This design comes from an exercise in tuning for small area and few clock cycles on the open sky130 flow, not from production work. Only simulation tests tie the RTL to the original design; equivalence was not proved. No activity file was given, so power comes from the tool's default toggle rates.

--- flow/design.v ---
module frame_codec (
    input  wire        clk,
    input  wire        rst,
    input  wire        in_valid,
    input  wire [7:0]  in_data,
    output reg         in_ready,
    output reg         tx_valid,
    output reg  [7:0]  tx_data,
    output reg         tx_last,
    input  wire        tx_ready,
    output reg         dsp_valid,
    output reg  [7:0]  dsp_data,
    output reg         dsp_last,
    input  wire        dsp_ready,
    output reg         rsp_valid,
    output wire [31:0] rsp_data,
    input  wire        rsp_ready
);
    localparam PW = 8;                  
    localparam PR = 8;                  
    localparam LW = 3;                  
    localparam LR = 3;                  
    localparam [7:0]  DEFAULT_FRAG_SIZE = 8'd16;
    localparam [3:0] ST_OK           = 4'h0;
    localparam [3:0] ST_SEQ_MISMATCH = 4'h1;
    localparam [3:0] ST_CHECKSUM     = 4'h2;
    localparam [3:0] ST_FRAG_OVERRUN = 4'h3;
    localparam [3:0] ST_ALLOC_FAIL   = 4'h4;
    localparam [3:0] ST_MALFORMED    = 4'h5;
    localparam [3:0] ST_NOT_ENABLED  = 4'h6;
    localparam [3:0] ST_BAD_PARAM    = 4'h7;
    localparam [3:0] ST_BAD_OP       = 4'h8;
    localparam [3:0] OP_ATTACH  = 4'h1;
    localparam [3:0] OP_DETACH  = 4'h2;
    localparam [3:0] OP_SETFRAG = 4'h3;
    localparam [3:0] OP_SETSEC  = 4'h4;
    localparam [3:0] OP_SEND    = 4'h5;
    localparam [3:0] OP_RECV    = 4'h6;
    localparam [3:0] OP_RDREG   = 4'h7;
    localparam [2:0] F_CMD  = 3'd0;    
    localparam [2:0] F_WAIT = 3'd1;    
    localparam [2:0] F_DISC = 3'd2;    
    localparam [2:0] F_RX   = 3'd3;    
    localparam [2:0] F_SEND = 3'd4;    
    localparam [2:0] B_IDLE = 3'd0;
    localparam [2:0] B_HDR  = 3'd1;    
    localparam [2:0] B_ENV  = 3'd2;    
    localparam [2:0] B_PAY  = 3'd3;    
    localparam [2:0] B_CRC  = 3'd4;    
    localparam [2:0] B_DSPH = 3'd5;    
    localparam [2:0] B_DSPP = 3'd6;    
    localparam [2:0] B_RSP  = 3'd7;    
    function [15:0] crc16_byte;
        input [15:0] crc_in;
        input [7:0]  b;
        integer k;
        reg [15:0] c;
        begin
            c = crc_in ^ {b, 8'h00};
            for (k = 0; k < 8; k = k + 1)
                c = c[15] ? ((c << 1) ^ 16'h1021) : (c << 1);
            crc16_byte = c;
        end
    endfunction
    reg        enabled;
    reg [7:0]  send_seq;
    reg [7:0]  recv_seq;
    reg [7:0]  sec_mode;
    reg [7:0]  frag_size;
    reg        ctx_valid;
    reg [8:0]  ctx_total;       
    reg [8:0]  ctx_offset;      
    reg [7:0]  ctx_type;
    reg [2047:0] ring;          
    reg [2:0]  f_state;
    reg [31:0] cmd;
    reg [1:0]  bidx;
    reg [15:0] cnt;             
    reg [3:0]  f_status;        
    reg        f_rsp;           
    reg [8:0]  pos;             
    reg [7:0]  rx_type;
    reg        rx_chk;
    reg        rx_ack;
    reg        rx_frag;
    reg [7:0]  rx_len;
    reg [7:0]  rx_tlo;
    reg [8:0]  rx_t;            
    reg        rx_tbig;         
    reg [15:0] rx_crc;
    reg        rx_lo_ok;
    reg        rx_hi_ok;
    reg        rx_size_bad;
    reg        rx_seq_bad;
    reg [8:0]  wp;              
    reg        rx_done;         
    reg [7:0]  beta;            
    reg [2:0]  b_state;
    reg [1:0]  hidx;
    reg        msg_int;         
    reg [7:0]  msg_type;
    reg [7:0]  msg_byte;
    reg [15:0] rem;             
    reg [7:0]  pcnt;            
    reg [15:0] tx_crc;
    reg        dsp_busy;        
    reg [7:0]  dsp_type;
    reg [8:0]  dsp_len;
    reg [7:0]  dbeta;           
    reg [8:0]  rd_ptr;
    reg [3:0]  b_status;
    reg        b_rd;            
    reg [2:0]  b_rsel;
    wire in_fire  = in_valid && in_ready;
    wire tx_fire  = tx_valid && tx_ready;
    wire dsp_fire = dsp_valid && dsp_ready;
    wire be_free = (b_state == B_IDLE) || (b_state == B_RSP && rsp_ready);
    wire       chk_req   = (msg_type[1:0] == 2'd0) ? sec_mode[4] :
                           (msg_type[1:0] == 2'd1 && msg_type[7:2] != 6'h00 &&
                            msg_type[7:2] != 6'h12) ? sec_mode[0] : 1'b0;
    wire       fr_frag   = rem > {8'h00, frag_size};
    wire [7:0] fr_take   = fr_frag ? frag_size : rem[7:0];
    wire [7:0] fr_len    = fr_frag ? frag_size + 8'd2 : rem[7:0];
    wire [7:0] fr_fc     = {3'b000, fr_frag, 1'b0, 1'b1, chk_req, 1'b0};
    wire [15:0] rem_next = rem - {8'h00, fr_take};
    wire [8:0] k9       = pos - 9'd4;
    wire       in_pay   = (pos >= 9'd4) && (k9 < {1'b0, rx_len});
    wire       is_data  = (f_state == F_RX) && in_pay && (!rx_frag || pos >= 9'd6);
    wire       need_wr  = is_data && !wp[8];
    wire       first_wr = !ctx_valid && (wp == 9'd0);
    wire [7:0] bx       = dsp_busy ? dbeta - dsp_len[7:0] : beta;
    wire [7:0] beta_new = (bx[LW-1:0] == {LW{1'b1}}) ? bx :
                          {bx[7:LW] - 1'b1, {LW{1'b1}}};
    wire [7:0] beta_eff = first_wr ? beta_new : beta;
    wire [7:0] wpos     = beta_eff - wp[7:0];           
    wire [7:0] wtap_pos = wpos + 8'd1;                  
    wire       w_align  = (wtap_pos[LW-1:0] == {LW{1'b0}});
    wire [7:0] w_other  = dbeta - wpos;                 
    wire       w_block  = dsp_busy && ({1'b0, w_other} >= rd_ptr) && ({1'b0, w_other} < dsp_len);
    wire       can_wr   = w_align && !w_block;
    wire       wr_en    = in_valid && need_wr && can_wr;
    wire [7:0] rpos     = dbeta - rd_ptr[7:0];
    wire       r_align  = (rpos[LR-1:0] == {LR{1'b0}});
    wire [7:0] rd_byte  = ring[{rpos[7:LR], {LR{1'b0}}, 3'b000} +: 8];
    genvar gp;
    generate
        for (gp = 0; gp < 256; gp = gp + 1) begin : g_ring
            if (gp % PW == 0) begin : g_tap
                always @(posedge clk)
                    ring[8*gp +: 8] <= (wr_en && wtap_pos == gp) ? in_data
                                                                  : ring[8*((gp + 255) % 256) +: 8];
            end else begin : g_pass
                always @(posedge clk)
                    ring[8*gp +: 8] <= ring[8*((gp + 255) % 256) +: 8];
            end
        end
    endgenerate
    wire        dec_now = (f_state == F_CMD) && (bidx == 2'd3) && in_fire;
    wire [31:0] cw      = (f_state == F_CMD) ? {in_data, cmd[31:8]} : cmd;
    wire [3:0]  c_op    = cw[3:0];
    wire [7:0]  c_arg   = cw[15:8];
    wire [15:0] c_len   = cw[31:16];
    wire        c_bad   = (cw[7:4] != 4'h0) || (c_op == 4'h0) || c_op[3];
    wire        c_data  = (c_op == OP_SEND) || (c_op == OP_RECV);
    wire        c_rxok  = !c_bad && (c_op == OP_RECV) && enabled && (c_len >= 16'd4);
    wire        c_refuse = c_data && !c_rxok && (c_bad || !enabled || c_op == OP_RECV);
    wire [3:0]  c_rstat = c_bad ? ST_BAD_OP : !enabled ? ST_NOT_ENABLED : ST_MALFORMED;
    wire        fe_go   = dec_now || (f_state == F_WAIT && !f_rsp);
    wire [7:0]  rx_n      = rx_len - 8'd2;
    wire [9:0]  ctx_end_f = {1'b0, ctx_offset} + {2'b00, rx_n};
    wire [9:0]  ctx_end_l = {1'b0, ctx_offset} + {2'b00, rx_len};
    wire        commit    = rx_done && be_free;
    assign rsp_data[31:16] = !b_rd ? 16'h0000 :
                             (b_rsel == 3'd0) ? {14'h0, ctx_valid, enabled} :
                             (b_rsel == 3'd1) ? {8'h00, send_seq} :
                             (b_rsel == 3'd2) ? {8'h00, recv_seq} :
                             (b_rsel == 3'd3) ? {8'h00, sec_mode} :
                             (b_rsel == 3'd4) ? {8'h00, frag_size} :
                             (b_rsel == 3'd5) ? {7'h00, ctx_total} :
                             (b_rsel == 3'd6) ? {7'h00, ctx_offset} :
                                                {8'h00, ctx_type};
    assign rsp_data[15:0] = {12'h000, b_status};
    always @(*) begin
        in_ready  = 1'b0;
        tx_valid  = 1'b0;
        tx_data   = 8'h00;
        tx_last   = 1'b0;
        dsp_valid = 1'b0;
        dsp_data  = 8'h00;
        dsp_last  = 1'b0;
        rsp_valid = 1'b0;
        case (f_state)
            F_CMD, F_DISC: in_ready = 1'b1;
            F_RX:          in_ready = !need_wr || can_wr;
            F_SEND:        in_ready = (b_state == B_PAY) && !msg_int && tx_ready;
            default: ;
        endcase
        case (b_state)
            B_HDR: begin
                tx_valid = 1'b1;
                case (hidx)
                    2'd0: tx_data = msg_type;
                    2'd1: tx_data = fr_fc;
                    2'd2: tx_data = send_seq;
                    default: tx_data = fr_len;
                endcase
                tx_last = (hidx == 2'd3) && (fr_len == 8'd0) && !chk_req;
            end
            B_ENV: begin
                tx_valid = 1'b1;
                tx_data  = hidx[0] ? rem[15:8] : rem[7:0];
            end
            B_PAY: begin
                if (msg_int) begin
                    tx_valid = 1'b1;
                    tx_data  = msg_byte;
                end else begin
                    tx_valid = in_valid;
                    tx_data  = in_data;
                end
                tx_last = (pcnt == 8'd1) && !chk_req;
            end
            B_CRC: begin
                tx_valid = 1'b1;
                tx_data  = hidx[0] ? tx_crc[15:8] : tx_crc[7:0];
                tx_last  = hidx[0];
            end
            B_DSPH: begin
                dsp_valid = 1'b1;
                case (hidx)
                    2'd0: dsp_data = dsp_type;
                    2'd1: dsp_data = dsp_len[7:0];
                    default: dsp_data = {7'h00, dsp_len[8]};
                endcase
                dsp_last = (hidx == 2'd2) && (dsp_len == 9'd0);
            end
            B_DSPP: begin
                dsp_valid = r_align;
                dsp_data  = rd_byte;
                dsp_last  = (rd_ptr == dsp_len - 9'd1);
            end
            B_RSP: rsp_valid = 1'b1;
            default: ;
        endcase
    end
    always @(posedge clk) begin
        if (rst) begin
            enabled     <= 1'b0;
            send_seq    <= 8'h00;
            recv_seq    <= 8'h00;
            sec_mode    <= 8'h00;
            frag_size   <= DEFAULT_FRAG_SIZE;
            ctx_valid   <= 1'b0;
            ctx_total   <= 9'h0;
            ctx_offset  <= 9'h0;
            ctx_type    <= 8'h00;
            f_state     <= F_CMD;
            cmd         <= 32'h0;
            bidx        <= 2'd0;
            cnt         <= 16'h0;
            f_status    <= 4'h0;
            f_rsp       <= 1'b0;
            pos         <= 9'h0;
            rx_type     <= 8'h00;
            rx_chk      <= 1'b0;
            rx_ack      <= 1'b0;
            rx_frag     <= 1'b0;
            rx_len      <= 8'h00;
            rx_tlo      <= 8'h00;
            rx_t        <= 9'h0;
            rx_tbig     <= 1'b0;
            rx_crc      <= 16'h0;
            rx_lo_ok    <= 1'b0;
            rx_hi_ok    <= 1'b0;
            rx_size_bad <= 1'b0;
            rx_seq_bad  <= 1'b0;
            wp          <= 9'h0;
            rx_done     <= 1'b0;
            beta        <= 8'h00;
            b_state     <= B_IDLE;
            hidx        <= 2'd0;
            msg_int     <= 1'b0;
            msg_type    <= 8'h00;
            msg_byte    <= 8'h00;
            rem         <= 16'h0;
            pcnt        <= 8'h00;
            tx_crc      <= 16'h0;
            dsp_busy    <= 1'b0;
            dsp_type    <= 8'h00;
            dsp_len     <= 9'h0;
            dbeta       <= 8'h00;
            rd_ptr      <= 9'h0;
            b_status    <= 4'h0;
            b_rd        <= 1'b0;
            b_rsel      <= 3'd0;
        end else begin
            beta  <= ((wr_en && first_wr) ? beta_new : beta) + 8'd1;
            dbeta <= dbeta + 8'd1;
            case (b_state)
                B_HDR: if (tx_fire) begin
                    hidx <= hidx + 2'd1;
                    if (hidx == 2'd2)
                        tx_crc <= crc16_byte({8'h00, send_seq}, send_seq);
                    if (hidx == 2'd3) begin
                        tx_crc <= crc16_byte(tx_crc, fr_len);
                        hidx   <= 2'd0;
                        pcnt   <= fr_take;
                        if (fr_frag)
                            b_state <= B_ENV;
                        else if (fr_take != 8'd0)
                            b_state <= B_PAY;
                        else if (chk_req)
                            b_state <= B_CRC;
                        else begin
                            send_seq <= send_seq + 8'd1;
                            b_state  <= dsp_busy ? B_DSPH : B_RSP;
                        end
                    end
                end
                B_ENV: if (tx_fire) begin
                    tx_crc <= crc16_byte(tx_crc, tx_data);
                    hidx   <= hidx + 2'd1;
                    if (hidx[0]) begin
                        hidx    <= 2'd0;
                        b_state <= B_PAY;
                    end
                end
                B_PAY: if (tx_fire) begin
                    tx_crc <= crc16_byte(tx_crc, tx_data);
                    pcnt   <= pcnt - 8'd1;
                    if (pcnt == 8'd1) begin
                        if (chk_req) begin
                            b_state <= B_CRC;
                        end else begin
                            send_seq <= send_seq + 8'd1;
                            rem      <= rem_next;
                            b_state  <= (rem_next != 16'h0) ? B_HDR :
                                        dsp_busy ? B_DSPH : B_RSP;
                        end
                    end
                end
                B_CRC: if (tx_fire) begin
                    hidx <= hidx + 2'd1;
                    if (hidx[0]) begin
                        hidx     <= 2'd0;
                        send_seq <= send_seq + 8'd1;
                        rem      <= rem_next;
                        b_state  <= (rem_next != 16'h0) ? B_HDR :
                                    dsp_busy ? B_DSPH : B_RSP;
                    end
                end
                B_DSPH: if (dsp_fire) begin
                    hidx <= hidx + 2'd1;
                    if (hidx == 2'd2) begin
                        hidx   <= 2'd0;
                        rd_ptr <= 9'h0;
                        if (dsp_len == 9'd0) begin
                            dsp_busy <= 1'b0;
                            b_state  <= B_RSP;
                        end else
                            b_state  <= B_DSPP;
                    end
                end
                B_DSPP: if (dsp_fire) begin
                    rd_ptr <= rd_ptr + 9'd1;
                    if (dsp_last) begin
                        dsp_busy <= 1'b0;
                        b_state  <= B_RSP;
                    end
                end
                B_RSP: if (rsp_ready) begin
                    b_state <= B_IDLE;
                    b_rd    <= 1'b0;
                end
                default: ;
            endcase
            case (f_state)
                F_CMD: if (in_fire) begin
                    cmd  <= {in_data, cmd[31:8]};
                    bidx <= bidx + 2'd1;
                    if (bidx == 2'd3)
                        f_state <= F_WAIT;    
                end
                F_DISC: if (in_fire) begin
                    cnt <= cnt - 16'd1;
                    if (cnt == 16'd1) begin
                        f_rsp   <= 1'b1;
                        f_state <= F_WAIT;
                    end
                end
                F_SEND: if (in_fire) begin
                    cnt <= cnt - 16'd1;
                    if (cnt == 16'd1)
                        f_state <= F_CMD;
                end
                F_RX: if (in_fire) begin
                    if (pos != 9'h1ff)
                        pos <= pos + 9'd1;
                    cnt <= cnt - 16'd1;
                    case (pos)
                        9'd0: rx_type <= in_data;
                        9'd1: begin
                            rx_chk  <= in_data[1];
                            rx_ack  <= in_data[3];
                            rx_frag <= in_data[4];
                        end
                        9'd2: begin
                            rx_crc     <= crc16_byte({8'h00, in_data}, in_data);
                            rx_seq_bad <= in_data != recv_seq;
                        end
                        9'd3: begin
                            rx_len      <= in_data;
                            rx_crc      <= crc16_byte(rx_crc, in_data);
                            rx_size_bad <= {1'b0, cmd[31:16]} <
                                           17'd4 + {9'h000, in_data} + (rx_chk ? 17'd2 : 17'd0);
                            wp          <= ctx_valid ? ctx_offset : 9'h0;
                        end
                        default: begin
                            if (in_pay) begin
                                rx_crc <= crc16_byte(rx_crc, in_data);
                                if (k9 == 9'd0) rx_tlo <= in_data;
                                if (k9 == 9'd1) begin
                                    rx_t    <= {in_data[0], rx_tlo};
                                    rx_tbig <= (in_data > 8'd1) || (in_data == 8'd1 && rx_tlo != 8'd0);
                                end
                            end
                            if (k9 == {1'b0, rx_len})
                                rx_lo_ok <= in_data == rx_crc[7:0];
                            if (k9 == {1'b0, rx_len} + 9'd1)
                                rx_hi_ok <= in_data == rx_crc[15:8];
                        end
                    endcase
                    if (is_data)
                        wp <= wp + 9'd1;
                    if (cnt == 16'd1) begin
                        rx_done <= 1'b1;
                        bidx    <= 2'd0;
                        f_state <= F_CMD;
                    end
                end
                default: ;
            endcase
            if (dec_now && c_refuse) begin
                f_status <= c_rstat;
                if (c_len != 16'h0) begin
                    cnt     <= c_len;
                    f_state <= F_DISC;
                end else begin
                    f_rsp   <= 1'b1;
                    f_state <= F_WAIT;
                end
            end else if (fe_go && c_rxok) begin
                if (!rx_done) begin
                    pos         <= 9'h0;
                    cnt         <= c_len;
                    rx_lo_ok    <= 1'b0;
                    rx_hi_ok    <= 1'b0;
                    rx_size_bad <= 1'b0;
                    rx_seq_bad  <= 1'b0;
                    f_state     <= F_RX;
                end
            end else if ((fe_go && !c_refuse) || (f_state == F_WAIT && f_rsp)) begin
                if (be_free && !rx_done) begin
                    f_rsp    <= 1'b0;
                    bidx     <= 2'd0;
                    f_state  <= F_CMD;
                    b_state  <= B_RSP;
                    b_status <= ST_OK;
                    b_rd     <= 1'b0;
                    if (f_rsp) begin
                        b_status <= f_status;
                    end else if (c_bad) begin
                        b_status <= ST_BAD_OP;
                    end else begin
                        case (c_op)
                            OP_ATTACH, OP_DETACH: begin
                                if (c_op == OP_DETACH && !enabled) begin
                                    b_status <= ST_NOT_ENABLED;
                                end else begin
                                    enabled    <= (c_op == OP_ATTACH);
                                    send_seq   <= 8'h00;
                                    recv_seq   <= 8'h00;
                                    sec_mode   <= 8'h00;
                                    frag_size  <= DEFAULT_FRAG_SIZE;
                                    ctx_valid  <= 1'b0;
                                    ctx_total  <= 9'h0;
                                    ctx_offset <= 9'h0;
                                    ctx_type   <= 8'h00;
                                end
                            end
                            OP_SETFRAG: begin
                                if (!enabled)
                                    b_status <= ST_NOT_ENABLED;
                                else if (c_arg == 8'd0 || c_arg > 8'd250)
                                    b_status <= ST_BAD_PARAM;
                                else
                                    frag_size <= c_arg;
                            end
                            OP_SETSEC: begin
                                if (!enabled)
                                    b_status <= ST_NOT_ENABLED;
                                else
                                    sec_mode <= c_arg;
                            end
                            OP_SEND: begin
                                msg_type <= c_arg;
                                msg_int  <= 1'b0;
                                rem      <= c_len;
                                hidx     <= 2'd0;
                                b_state  <= B_HDR;
                                if (c_len != 16'h0) begin
                                    cnt     <= c_len;
                                    f_state <= F_SEND;
                                end
                            end
                            OP_RDREG: begin
                                if (c_arg >= 8'd8)
                                    b_status <= ST_BAD_PARAM;
                                else begin
                                    b_rd   <= 1'b1;
                                    b_rsel <= c_arg[2:0];
                                end
                            end
                            default: b_status <= ST_BAD_OP;    
                        endcase
                    end
                end
            end
            if (commit) begin
                rx_done  <= 1'b0;
                b_state  <= B_RSP;
                b_status <= ST_OK;
                b_rd     <= 1'b0;
                hidx     <= 2'd0;
                if (rx_size_bad) begin
                    b_status <= ST_MALFORMED;
                end else if (rx_seq_bad) begin
                    b_status <= ST_SEQ_MISMATCH;
                end else begin
                    recv_seq <= recv_seq + 8'd1;
                    if (rx_chk && !(rx_lo_ok && rx_hi_ok)) begin
                        b_status <= ST_CHECKSUM;
                        msg_type <= 8'h49;
                        msg_int  <= 1'b1;
                        msg_byte <= 8'h01;
                        rem      <= 16'd1;
                        b_state  <= B_HDR;
                    end else begin
                        if (rx_ack) begin
                            msg_type <= 8'h00;
                            msg_int  <= 1'b1;
                            msg_byte <= recv_seq;
                            rem      <= 16'd1;
                            b_state  <= B_HDR;
                        end
                        if (rx_frag) begin
                            if (rx_len < 8'd2) begin
                                b_status <= ST_MALFORMED;
                            end else if (!ctx_valid) begin
                                if (rx_tbig)
                                    b_status <= ST_ALLOC_FAIL;
                                else if ({1'b0, rx_n} > rx_t)
                                    b_status <= ST_FRAG_OVERRUN;
                                else begin
                                    ctx_valid  <= 1'b1;
                                    ctx_total  <= rx_t;
                                    ctx_offset <= {1'b0, rx_n};
                                    ctx_type   <= rx_type;
                                end
                            end else begin
                                if (ctx_end_f > {1'b0, ctx_total})
                                    b_status <= ST_FRAG_OVERRUN;
                                else
                                    ctx_offset <= ctx_end_f[8:0];
                            end
                        end else begin
                            if (ctx_valid && ctx_end_l > {1'b0, ctx_total}) begin
                                b_status <= ST_FRAG_OVERRUN;
                            end else begin
                                dsp_busy <= 1'b1;
                                dbeta    <= beta + 8'd1;
                                rd_ptr   <= 9'h0;
                                if (!rx_ack) b_state <= B_DSPH;
                                if (ctx_valid) begin
                                    dsp_type   <= ctx_type;
                                    dsp_len    <= ctx_total;
                                    ctx_valid  <= 1'b0;
                                    ctx_total  <= 9'h0;
                                    ctx_offset <= 9'h0;
                                    ctx_type   <= 8'h00;
                                end else begin
                                    dsp_type <= rx_type;
                                    dsp_len  <= {1'b0, rx_len};
                                end
                            end
                        end
                    end
                end
            end
        end
    end
endmodule
--- flow/config.mk ---
export PLATFORM = sky130hd
export DESIGN_NAME = frame_codec
export DESIGN_NICKNAME = frame_codec
export VERILOG_FILES = /design/flow/design.v
export SDC_FILE = /design/flow/constraint.sdc
export NUM_CORES = 4
export LEC_CHECK = 0
export CAP_MARGIN = 20
export CORE_MARGIN = 2
export CORE_UTILIZATION = 40
export PLACE_DENSITY = 0.6
export SLEW_MARGIN = 20
--- flow/constraint.sdc ---
create_clock -name core_clock -period 7.0 [get_ports {clk}]
set_input_delay 1.4000 -clock core_clock [delete_from_list [all_inputs] [get_ports {clk}]]
set_output_delay 1.4000 -clock core_clock [all_outputs]
set_load 0.01 [all_outputs]
--- flow/run.sh ---
#!/bin/bash
# synth_recipe.tcl (not shown) runs the flow's synth.tcl, then flattens the netlist and writes it again
# the make line also repeats each setting of config.mk as NAME=value (left out here)
make -C /OpenROAD-flow-scripts/flow DESIGN_CONFIG=/design/flow/config.mk WORK_HOME=/design/flow/orfs CLKGATE_MAP_FILE= SYNTH_SCRIPT=/design/flow/synth_recipe.tcl finish
==> notes.md <==
[critical path: stages (launching register included)]
cell and delay, ns:
sky130_fd_sc_hd__dfxtp_2 0.32, sky130_fd_sc_hd__inv_2 0.07, sky130_fd_sc_hd__ha_4 0.13, sky130_fd_sc_hd__fa_2 0.45, sky130_fd_sc_hd__nor4_4 0.28, sky130_fd_sc_hd__buf_4 0.18
sky130_fd_sc_hd__xnor2_1 0.08, sky130_fd_sc_hd__mux2_4 0.28, sky130_fd_sc_hd__o21ai_4 0.14, sky130_fd_sc_hd__ha_4 0.23, sky130_fd_sc_hd__a21o_1 0.17, sky130_fd_sc_hd__a21oi_2 0.20
sky130_fd_sc_hd__xnor2_2 0.17, sky130_fd_sc_hd__inv_2 0.09, sky130_fd_sc_hd__ha_4 0.22, sky130_fd_sc_hd__a21o_1 0.19, sky130_fd_sc_hd__a21oi_4 0.17, sky130_fd_sc_hd__xnor2_2 0.10
sky130_fd_sc_hd__xnor2_2 0.17, sky130_fd_sc_hd__buf_4 0.14, sky130_fd_sc_hd__buf_4 0.12, sky130_fd_sc_hd__ha_1 0.26, sky130_fd_sc_hd__nor2_1 0.05, sky130_fd_sc_hd__a311oi_2 0.27
sky130_fd_sc_hd__o31a_1 0.27, sky130_fd_sc_hd__o21ai_2 0.10, sky130_fd_sc_hd__a21oi_4 0.23, sky130_fd_sc_hd__buf_6 0.14
[metal layers]
metal	up-vias	routed length, µm
met5	-	0
met4	0	5850
met3	315	7030
met2	874	73700
met1	19300	76100
li1	19100	-
[sequential cells by signal (all words and copies together) (netlist names), 9 cells and up]
signal	cells
pos	9
rx_t	9
cnt	16
rd_ptr	9
dsp_len	9
rem	16
rx_crc	16
ring	2048
ctx_offset	9
cmd	32
wp	9
ctx_total	9
tx_crc	16
[repair_timing]
action	4_1_cts	5_1_grt
setup buffers	17	10
setup endpoints to repair	2	158
resized for setup	44	47
pin swaps	29	39
[cell type report]
cell class	instances	area [µm²]
clock inverter	79	1160
antenna	3	7.51
clock buffer	296	6030
inverter	127	477
fill	15200	90600
tap	2310	2890
timing repair buffer	253	2230
multi-input combinational	2725	20900
sequential	2355	47200
[cell families after synthesis]
kind of cell,synth area share [%]
flops,68.3
simple gates,7.48
compound gates,7.16
mux,8.66
buf+inv,2.15
xor+xnor,3.27
fa+ha+maj,2.92
other cells,0.00544
[stage by stage]
stage / hold WS, ns / instances
2_1_floorplan: 0.310 / 5449
3_3_place_gp: 0.310 / 7744
3_5_place_dp: 0.312 / 7744
4_1_cts: 0.266 / 8135
5_1_grt: 0.266 / 8146
6_report: 0.276 / 8148
[where the power goes]
group / leakage (µW) / switching, µW / internal (µW) / total [µW]
registers: 0.0190 / 16.0 / 13400 / 13400
clock network: 0.00352 / 4970 / 6670 / 11600
logic: 0.00921 / 372 / 213 / 584
[cell usage in the layout (no fill, tap or decap), types with 17 or more instances in the layout]
cell type	count
sky130_fd_sc_hd__a211oi_1	76
sky130_fd_sc_hd__a21o_1	26
sky130_fd_sc_hd__a21oi_1	228
sky130_fd_sc_hd__a22o_1	29
sky130_fd_sc_hd__a22oi_1	37
sky130_fd_sc_hd__a31oi_1	22
sky130_fd_sc_hd__and2_1	21
sky130_fd_sc_hd__and3_1	26
sky130_fd_sc_hd__buf_12	19
sky130_fd_sc_hd__buf_4	184
sky130_fd_sc_hd__bufinv_16	17
sky130_fd_sc_hd__clkbuf_1	36
sky130_fd_sc_hd__clkbuf_16	206
sky130_fd_sc_hd__clkbuf_8	54
sky130_fd_sc_hd__clkdlybuf4s50_1	38
sky130_fd_sc_hd__clkinv_2	33
sky130_fd_sc_hd__conb_1	19
sky130_fd_sc_hd__dfxtp_1	2351
sky130_fd_sc_hd__ha_1	141
sky130_fd_sc_hd__inv_1	120
sky130_fd_sc_hd__mux2_2	265
sky130_fd_sc_hd__mux2i_1	122
sky130_fd_sc_hd__mux4_2	74
sky130_fd_sc_hd__nand2_1	291
sky130_fd_sc_hd__nand2b_1	30
sky130_fd_sc_hd__nand3_1	91
sky130_fd_sc_hd__nand4_1	31
sky130_fd_sc_hd__nor2_1	316
sky130_fd_sc_hd__nor2b_1	37
sky130_fd_sc_hd__nor3_1	71
sky130_fd_sc_hd__nor4_1	29
sky130_fd_sc_hd__o211ai_1	18
sky130_fd_sc_hd__o21ai_0	121
sky130_fd_sc_hd__o22ai_1	31
sky130_fd_sc_hd__or3_1	23
sky130_fd_sc_hd__xnor2_1	142
sky130_fd_sc_hd__xor2_1	92
[worst max path at each step]
stage	to	slack, ns	cells past startpoint
after floorplan	in_ready	0.18	24
after global routing	in_ready	-0.72	27
after CTS	in_ready	-0.64	28
final	in_ready	-0.45	27
after global placement	in_ready	-0.77	29
after detailed placement	in_ready	-0.72	29
==> results.toml <==
[outcome]
run_status = "complete, but fails checks"
violations = "negative setup slack"

[yosys]
syn_inst = 5431
synth_warnings = 1
post_synth_num_cell_types = 92
synth.area.top_cells = "sky130_fd_sc_hd__dfxtp_1, sky130_fd_sc_hd__mux2_2, sky130_fd_sc_hd__ha_1"
number_of_enable_flip_flop_cells_after_synthesis = 0
synth-main-ff-cell = "sky130_fd_sc_hd__dfxtp_1"
sequential_area_share_after_synthesis_pct = 68.3
synthDominantAreaCellType = "sky130_fd_sc_hd__dfxtp_1"
ys_ff_latch = 2355
synthDominantCellAreaShare_pct = 68.3
avgSynthCellArea_um2 = 12.7
mappedNetlistArea_um2 = 69000
synthArstFlopShare_pct = 0
most_common_cell_in_the_netlist = "sky130_fd_sc_hd__dfxtp_1"
post_synth_most_frequent_cells = "sky130_fd_sc_hd__dfxtp_1, sky130_fd_sc_hd__nor2_1, sky130_fd_sc_hd__nand2_1"

[clock_tree]
number_of_buffers_on_the_longest_clock_path = 3
cts_hold_buffers = 0
clock_tree.htree_level_count = 4
clkTransAtPathRegs_ns = 0.06
clock_tree.root_cell = "sky130_fd_sc_hd__clkbuf_16"
insertion_delay_ns = 0.84
tritoncts_clock_tree = "built"
cts_inserted_buffers = 206
cts_sinks = 2355

[worst_setup_path]
timing.critical_path.from_type = "flop"
r2r-end = "beta[4]"
worstSetupPathType = "flop to output pin"
worstPathArrival_ns = 6.05
cp-startpoint = "dbeta[0]"
cp-end-kind = "output pin"
r2r_slack_ns = 0.03
timing.reg2reg.worst_path_depth = 36
path_max_fanout = 3
worst_flop_to_flop_path_startpoint = "dbeta[0]"
timing.critical_path.required_ns = 5.60

[worst_hold_path]
min_to = "ring[1086]"
hold_depth = 0
worst_hold_path_type = "flop to flop"
holdCritStartpoint = "ring[1078]"

[route]
drt_first_pass_iters = 5
drt_via_density = 4.86
drt.antenna.violating_nets = 0
drtIter0Drc = 2815
detailroute.via_count = 39600
post-route-drc-count = 0
avgRoutedWirePerCell_um = 20.0
wirelength_um = 163000

[grt]
track_usage_pct = 18.4
groute.layer.met2.usage_pct = 29.4
use_met1_pct = 25.1
first_global_vias = 39300
grt-ovfl-total = 0
groute.layer.met3.usage_pct = 2.82
number_of_antenna_violations_at_the_first_check_in_global_routing = 5
grt.busiest_layer = "met2"
grt_max_degree = 75
global_route_wire_length_before_repair_um = 245000

[placement]
gp_congestion = 0.930
dpl-instance-area_um2 = 73000
detailed_place_hpwl_um = 112000
preCtsSetupSlack_ns = -0.722
port-buffer-count = 48

[timing]
setup-tns-final_ns = -0.451
timing_worst_slew_pin_value_ns = 1.08
worst_clock_skew_ns = 0.0757
fin_crit_sh_pct = 106
final-max-slew-violation-count = 0
fin_crit_ns = 7.45
final-setup-viol-count = 1
timing.max_slew.rel_slack_pct = 27.4
final.setup.worst_slack_ns = -0.451
grt_setup_unrepaired = "yes"
finalHoldViolCount = 0
clock.fmax_ghz = 0.134

[finish]
post-route-cell-area_um2 = 80900
finalNetCount = 5839
postLayoutCoreUtil_pct = 47.2
area_growth_pct = 17.3
layout_cells_sized_above_1_pct = 17.5

[floorplan]
floorplan.die.width_um = 419
initial_core_util_pct = 40.2
floorplan.io_pins = 68
core_um2 = 172000
num_rows = 152
fp.dieArea_um2 = 176000
floorplan.die.height_um = 419

[job]
drv.max_cap_violation_count = 0

[power]
p_leak_uw = 0.0317
finalPower_uw = 25600
power-per-cell-area_nw_per_um2 = 317
ir_worst_vdd_uv = 249
Testbench counts, summed over its fixed seeds: cycles 57,919.

[re-timing with driven ports]
Ports are ideal in the flow. The routed layout listed here was re-timed in OpenROAD. Step 1: set_driving_cell puts a clkbuf_16 on clk and a buf_2 on each other input, an assumption about the parent block. Step 2 times the ports against the registers' clock, not the clock port: input delays grow and output delays shrink by t, the midpoint of the rising clock arrivals with the driver on. Three values: ideal, step 1, step 2; two values: the first two.
t, ns: 0.879
setup WS [ns]: -0.451 / -0.526 / 0.034
slew at the worst register clock pin (ns): 0.07 / 0.07
pins driven straight from the clock port: 1
The setup slack of this run moves by -0.075 ns with the drivers and by +0.485 ns with both steps.
